This design comes from an exercise in tuning for small area, a short achievable clock period and few clock cycles per item on the open sky130 flow, not from production work. Function was checked by simulation only, so behaviour that the tests miss may differ from the original.

===== design.v =====
module bmp32 (
    input  wire        clk,
    input  wire        rst,
    input  wire        req_valid,
    output wire        req_ready,
    input  wire [15:0] req_hdr,
    input  wire [63:0] req_arg,
    input  wire [31:0] req_w0,
    output reg         resp_valid,
    output reg  [2:0]  resp_err,
    output reg  [31:0] resp_val,
    output reg  [31:0] resp_r0
);
    localparam [31:0] INC  = 32'h9E3779B9;
    localparam [31:0] M1   = 32'h85EBCA6B;
    localparam [31:0] M2   = 32'hC2B2AE35;
    localparam [31:0] M1I  = 32'hA5CB9243;    
    localparam [31:0] M2I  = 32'h7ED1B41D;    
    localparam [3:0] OP_NEW_SEED  = 4'h1;
    localparam [3:0] OP_NEW_RAW   = 4'h2;
    localparam [3:0] OP_GET_STATE = 4'h3;
    localparam [3:0] OP_SET_STATE = 4'h4;
    localparam [3:0] OP_ADVANCE   = 4'h5;
    localparam [3:0] OP_NEXT_BND  = 4'h6;
    localparam [3:0] OP_PEEK      = 4'h7;
    localparam [3:0] OP_SKIP      = 4'h8;
    localparam [3:0] OP_INVERT    = 4'h9;
    localparam [3:0] OP_DUP       = 4'hA;
    localparam [3:0] OP_MIX       = 4'hB;
    localparam [3:0] OP_UNMIX     = 4'hC;
    localparam [2:0] ERR_OK      = 3'd0;
    localparam [2:0] ERR_ILLEGAL = 3'd1;
    localparam [2:0] ERR_BAD_CTX = 3'd2;
    localparam [2:0] ERR_NOT_CON = 3'd3;
    function [31:0] mixf(input [31:0] x);
        reg [31:0] t;
        begin
            t = x ^ (x >> 16);
            t = t * M1;
            t = t ^ (t >> 13);
            t = t * M2;
            t = t ^ (t >> 16);
            mixf = t;
        end
    endfunction
    function [31:0] unmixf(input [31:0] y);
        reg [31:0] t;
        begin
            t = y ^ (y >> 16);                   
            t = t * M2I;                         
            t = t ^ (t >> 13) ^ (t >> 26);       
            t = t * M1I;                         
            t = t ^ (t >> 16);                   
            unmixf = t;
        end
    endfunction
    function [31:0] fix0(input [31:0] v);
        fix0 = (v == 32'd0) ? 32'd1 : v;
    endfunction
    reg        ctx_v [0:1];
    reg [31:0] ctx_s [0:1];
    wire [3:0] op   = req_hdr[3:0];
    wire [3:0] ctx  = req_hdr[7:4];
    wire [3:0] ctx2 = req_hdr[11:8];
    wire [3:0] rsv  = req_hdr[15:12];
    wire op_known   = (op >= OP_NEW_SEED) && (op <= OP_UNMIX);
    wire op_noctx   = (op == OP_INVERT) || (op == OP_MIX) || (op == OP_UNMIX);
    wire illegal    = !op_known || (rsv != 4'd0) ||
                      ((op != OP_DUP) && (ctx2 != 4'd0)) ||
                      (op_noctx && (ctx != 4'd0));
    wire bad_ctx    = !op_noctx && ((ctx >= 4'd2) || ((op == OP_DUP) && (ctx2 >= 4'd2)));
    wire reads_ctx  = !op_noctx && (op != OP_NEW_SEED) && (op != OP_NEW_RAW);
    wire        c    = ctx[0];
    wire        d    = ctx2[0];
    wire        cur_v = ctx_v[c];
    wire [31:0] cur_s = ctx_s[c];
    wire        not_con = reads_ctx && !cur_v;
    wire [2:0] err = illegal ? ERR_ILLEGAL :
                     bad_ctx ? ERR_BAD_CTX :
                     not_con ? ERR_NOT_CON : ERR_OK;
    wire [31:0] adv_s  = cur_s + INC;                    
    wire [31:0] jump_s = cur_s + req_arg[31:0] * INC;    
    reg [31:0] mix_in;
    always @(*) begin
        case (op)
            OP_ADVANCE, OP_NEXT_BND: mix_in = adv_s;
            OP_PEEK, OP_SKIP:        mix_in = jump_s;
            default:                 mix_in = req_arg[31:0];
        endcase
    end
    wire [31:0] mix_out   = mixf(mix_in);
    wire [31:0] unmix_out = unmixf(req_arg[31:0]);
    wire [31:0] bound     = req_arg[31:0];
    wire [63:0] bnd_prod  = mix_out * {1'b0, bound[30:0]};
    wire [31:0] bnd_val   = bound[31] || (bound == 32'd0) ? 32'd0 : bnd_prod[63:32];
    reg [31:0] val;
    reg [31:0] r0;
    always @(*) begin
        val = 32'd0;
        r0  = 32'd0;
        case (op)
            OP_GET_STATE: r0  = cur_s;
            OP_ADVANCE:   val = mix_out;
            OP_NEXT_BND:  val = bnd_val;
            OP_PEEK:      val = mix_out;
            OP_SKIP:      val = mix_out;
            OP_INVERT:    r0  = unmix_out - INC;
            OP_MIX:       val = mix_out;
            OP_UNMIX:     val = unmix_out;
            default:      ;
        endcase
    end
    wire accept = req_valid && req_ready;
    wire ok     = (err == ERR_OK);
    assign req_ready = 1'b1;
    always @(posedge clk) begin
        if (rst) begin
            ctx_v[0] <= 1'b0;
            ctx_v[1] <= 1'b0;
        end else if (accept && ok) begin
            case (op)
                OP_NEW_SEED: begin
                    ctx_s[c] <= fix0(req_arg[31:0]);
                    ctx_v[c] <= 1'b1;
                end
                OP_NEW_RAW: begin
                    ctx_s[c] <= fix0(req_w0);
                    ctx_v[c] <= 1'b1;
                end
                OP_SET_STATE: ctx_s[c] <= fix0(req_w0);
                OP_ADVANCE,
                OP_NEXT_BND:  ctx_s[c] <= adv_s;
                OP_SKIP:      ctx_s[c] <= jump_s;
                OP_DUP: begin
                    ctx_s[d] <= cur_s;
                    ctx_v[d] <= 1'b1;
                end
                default: ;
            endcase
        end
    end
    always @(posedge clk) begin
        if (rst) begin
            resp_valid <= 1'b0;
        end else begin
            resp_valid <= accept;
        end
        if (accept) begin
            resp_err <= err;
            resp_val <= ok ? val : 32'd0;
            resp_r0  <= ok ? r0  : 32'd0;
        end
    end
endmodule

===== run.sh =====
#!/bin/bash
# synth_recipe.tcl (not shown) runs the flow's synth.tcl, then flattens the netlist and writes it again
# the make line also repeats each setting of config.mk as NAME=value (left out here)
make -C /OpenROAD-flow-scripts/flow DESIGN_CONFIG=/design/flow/config.mk WORK_HOME=/design/flow/orfs CLKGATE_MAP_FILE= SYNTH_SCRIPT=/design/flow/synth_recipe.tcl finish

===== config.mk =====
export PLATFORM = sky130hd
export DESIGN_NAME = bmp32
export DESIGN_NICKNAME = bmp32
export VERILOG_FILES = /design/flow/design.v
export SDC_FILE = /design/flow/constraint.sdc
export NUM_CORES = 4
export LEC_CHECK = 0
export CAP_MARGIN = 20
export CORE_MARGIN = 2
export CORE_UTILIZATION = 40
export SLEW_MARGIN = 20

===== constraint.sdc =====
create_clock -name core_clock -period 40.0 [get_ports {clk}]
set_input_delay 8.0000 -clock core_clock [delete_from_list [all_inputs] [get_ports {clk}]]
set_output_delay 8.0000 -clock core_clock [all_outputs]
set_load 0.01 [all_outputs]

==> results.txt <==
worst max path at each step:
stage,startpoint,to,slack (ps),depth (start not counted)
detailed placement,req_hdr[4],resp_val[15],1300,101
CTS,req_hdr[4],resp_val[15],1740,101
floorplan,req_hdr[4],resp_val[15],4990,111
finish,req_hdr[4],resp_val[15],1540,101
global route,req_hdr[4],resp_val[15],240,106
global placement,req_hdr[4],resp_val[15],1510,101
kinds of logic (layout without fill, tap and decap cells):
| kind of cell | Yosys count | in the layout | synth area share |
|---|---|---|---|
| adders and majority gates | 3036 | 3036 | 0.610 |
| buffers and inverters | 2835 | 2886 | 0.127 |
| and+or+nand+nor | 1626 | 1626 | 0.0902 |
| AOI/OAI and AO/OA | 851 | 851 | 0.0683 |
| xor gates and xnor gates | 488 | 488 | 0.0540 |
| DFF | 133 | 133 | 0.0468 |
| muxes | 35 | 35 | 0.00443 |
| other | 2 | 6 | 0.0000887 |
final cells by class:
class	instances	area, µm²	area share
antenna	4	10.0	0.000111
clock buffer	18	429	0.00474
clock inverter	13	124	0.00137
inverter	2524	9480	0.105
multi-input combinational	6038	70300	0.777
sequential	133	3960	0.0438
tap	2805	3510	0.0388
timing repair buffer	331	2720	0.0300
placed cells by master, fill, tap and decap left out, types with 44 or more instances in the layout:
master and instances:
sky130_fd_sc_hd__inv_1 2523, sky130_fd_sc_hd__fa_1 1813, sky130_fd_sc_hd__ha_1 1223, sky130_fd_sc_hd__nand2_1 790
sky130_fd_sc_hd__and2_1 338, sky130_fd_sc_hd__xnor2_1 316, sky130_fd_sc_hd__a21oi_1 222, sky130_fd_sc_hd__nor2_1 189
sky130_fd_sc_hd__buf_4 181, sky130_fd_sc_hd__edfxtp_1 130, sky130_fd_sc_hd__o21ai_0 121, sky130_fd_sc_hd__xor2_1 117
sky130_fd_sc_hd__clkdlybuf4s50_1 116, sky130_fd_sc_hd__a21o_1 83, sky130_fd_sc_hd__nand3_1 65, sky130_fd_sc_hd__nor3_1 52
sky130_fd_sc_hd__a221oi_1 44
stage by stage:
step           area [µm²]  instances  worst slack [ps]   util
2_1_floorplan       84600       9006              4990      -
3_3_place_gp        89900      11830              1510  0.428
3_5_place_dp        90000      11830              1300  0.428
4_1_cts             90500      11861              1740  0.431
5_1_grt             90600      11864               237  0.431
6_report            90600      11866              1540  0.431
routing by layer:
metal / part of all wire / up-vias / wire [µm] / GRT usage
met5: 0.000065 / - / 18 / 0
met4: 0.067 / 2 / 18500 / 0.140
met3: 0.058 / 554 / 15900 / 0.0294
met2: 0.48 / 2083 / 132000 / 0.445
met1: 0.40 / 31910 / 109000 / 0.327
li1: - / 27395 / - / -
flip-flops by register name, summed over array words and instances, names as in the netlist:
signal / cells
ctx_s: 64
ctx_v: 2
resp_err: 2
resp_r0: 32
resp_val: 32
resp_valid: 1
worst max-delay path, delay by kind of cell:
kind                       cells  cell delay (ps)
xor gates and xnor gates      18             4610
AOI/OAI and AO/OA             22             5850
adders and majority gates     35            16300
buffers and inverters         18             2260
and+or+nand+nor                7             1150
muxes                          1              470
==> results.tsv <==
stage	metric	value	unit
detailed_routing	routed vias/inst	5.22	
synthesis	post-synthesis cell count	9006	
die	x dimension of the die	464	µm
clock_network	maximum number of buffers from clock root to sink	2	
timing	RSZ-0062 raised after global routing	no	
critical_path	type of element capturing the critical path	flop	
synthesis	most numerous cell in the Yosys netlist	sky130_fd_sc_hd__inv_1	
global_routing	wire length of the first global-routing pass	425000	µm
synthesis	number of enable flip-flop cells after synthesis	130	
timing	top achievable clock speed	26.0	MHz
clock_network	CTS tree	built	
timing	Final period util	0.961	
detailed_routing	per-cell routed wire length	23.2	µm
critical_path	type of the setup path with the least slack	in -> reg	
detailed_routing	number of iterations in the first detailed-routing pass	5	
detailed_routing	total via count in the routed design	61944	
global_routing	vias in the first global route	68103	
die	Top-Level Pins	184	
placed_design	HPWL after detailed placement	230000	µm
clock_network	CTS resizes	0	
final_layout	Nets	12196	
detailed_routing	post-detailed-routing wire length	276000	µm
detailed_routing	count of nets left with antenna violations after detail routing	0	
synthesis	share of flip-flops with an asynchronous set or reset	0	
placed_design	RePlAce Congestion	0.988	
clock_network	number of buffers inserted during clock tree synthesis	17	
worst_hold_path	Hold Path Depth	2	
synthesis	register area share after synthesis	0.0468	
critical_path	max incr delay on CP	760	ps
outcome	result of the run	timing/DRC/antenna clean	
timing	final count of negative-setup-slack endpoints	0	
die	initial core utilization	0.403	
synthesis	area share of the largest cell type after synthesis	0.429	
synthesis	Avg Inst Size Synth	9.40	µm²
clock_network	number of H-tree branching levels	4	
die	Site Rows	168	
die	Die ar.	215000	µm²
synthesis	Synth Cell Area	84600	µm²
job	Max-Cap Viols	0	
clock_network	Root Buffer	sky130_fd_sc_hd__clkbuf_16	
synthesis	Primary FF master, synth	sky130_fd_sc_hd__edfxtp_1	
synthesis	unique cell type count in the Yosys netlist	105	
clock_network	clock-pin slew on the worst setup and hold paths	70	ps
critical_path	Crit path top cell by count	sky130_fd_sc_hd__fa_1	
final_layout	fill count	20323	
timing	max-slew violation total from the final report	0	
critical_path	R2R cell count	104	
synthesis	cell taking the most area after synthesis	sky130_fd_sc_hd__fa_1	
synthesis	top cell types by occurrence after synthesis	sky130_fd_sc_hd__inv_1, sky130_fd_sc_hd__fa_1, sky130_fd_sc_hd__ha_1	
critical_path	Crit Path Max Fanout	31	
synthesis	total nets after synthesis	12157	
detailed_routing	drt first-iter violations	4531	
clock_network	insertion delay of the later-clocked pin in the worst-skew pair	500	ps
critical_path	endpoint of the worst register-to-register path	resp_val[15]	
timing	final hold slack	486	ps
critical_path	CP startpoint kind	input port	
timing	sum of negative setup slack	0	ps
final_layout	synthesis-to-layout area growth	6.98	%
final_layout	share of cells above drive strength 1	0.0380	
global_routing	grt total ovfl	0	
die	Die Y-Extent	464	µm
timing	final number of hold-violating endpoints	0	
clock_network	number of buffers inserted by hold repair at cts	0	
critical_path	required time reported for the critical path endpoint	40220	ps
synthesis	cell types with the largest area share after synthesis	sky130_fd_sc_hd__fa_1, sky130_fd_sc_hd__ha_1, sky130_fd_sc_hd__inv_1	
clock_network	Setup Fix Bufs, Post-CTS	0	
critical_path	startpoint of the worst register-to-register path	ctx_s[0][16]	
critical_path	reg-to-reg setup timing slack	9390	ps
clock_network	sinks on the clock net	133	
global_routing	number of antenna violations at the first check in global routing	13	
timing	Slew HR	0.142	
critical_path	arrival time at the worst endpoint	38670	ps
timing	clock skew	30.3	ps
worst_hold_path	startpoint of the worst hold path	ctx_v[1]	
detailed_routing	drt drc	0	
timing	minimum clock period	38460	ps
die	core area	210000	µm²
global_routing	global-route usage over all layers	0.262	
synthesis	Seq cells post-synth	133	
worst_hold_path	destination of the worst hold path	ctx_v[1]	
worst_hold_path	min-delay worst type	reg -> reg	
global_routing	maximum number of pins on one net before global-route repair	57	
timing	transition time of the tightest slew-check pin	1290	ps
synthesis	count of yosys warnings during synthesis	1	
placed_design	number of buffers added on ports	149	
critical_path	library cell contributing the largest single delay on the critical path	sky130_fd_sc_hd__xnor2_1	
Testbench counts, summed over its fixed seeds: cycles 32,008, commands 32,000.

## re-timing with driven ports
The flow's constraints put no driver on any port. The routed layout listed below was extracted and timed again, unchanged, in two steps.
Step 1 (the two cells are an assumption about what drives the block):
set clk [get_ports {clk}]
set_driving_cell -lib_cell sky130_fd_sc_hd__clkbuf_16 $clk
set_driving_cell -lib_cell sky130_fd_sc_hd__buf_2 [delete_from_list [all_inputs] $clk]
Step 2 adds t to the input delays and takes it off the output delays; t is the mean of the earliest and latest rising clock arrival at the registers after step 1. Input paths then give back, and output paths get back, about the clock's delay inside the block.
a / b / c = no drivers / after step 1 / after step 2; a / b = the first two.
t (ns): 0.554
slack for setup (ns): 1.541 / 1.472 / 0.918
cell pins on the clock port's net: 1
After both steps this run still meets setup and hold. For this run, drivers alone change the setup slack by -0.069 ns; drivers and shift together by -0.623 ns.
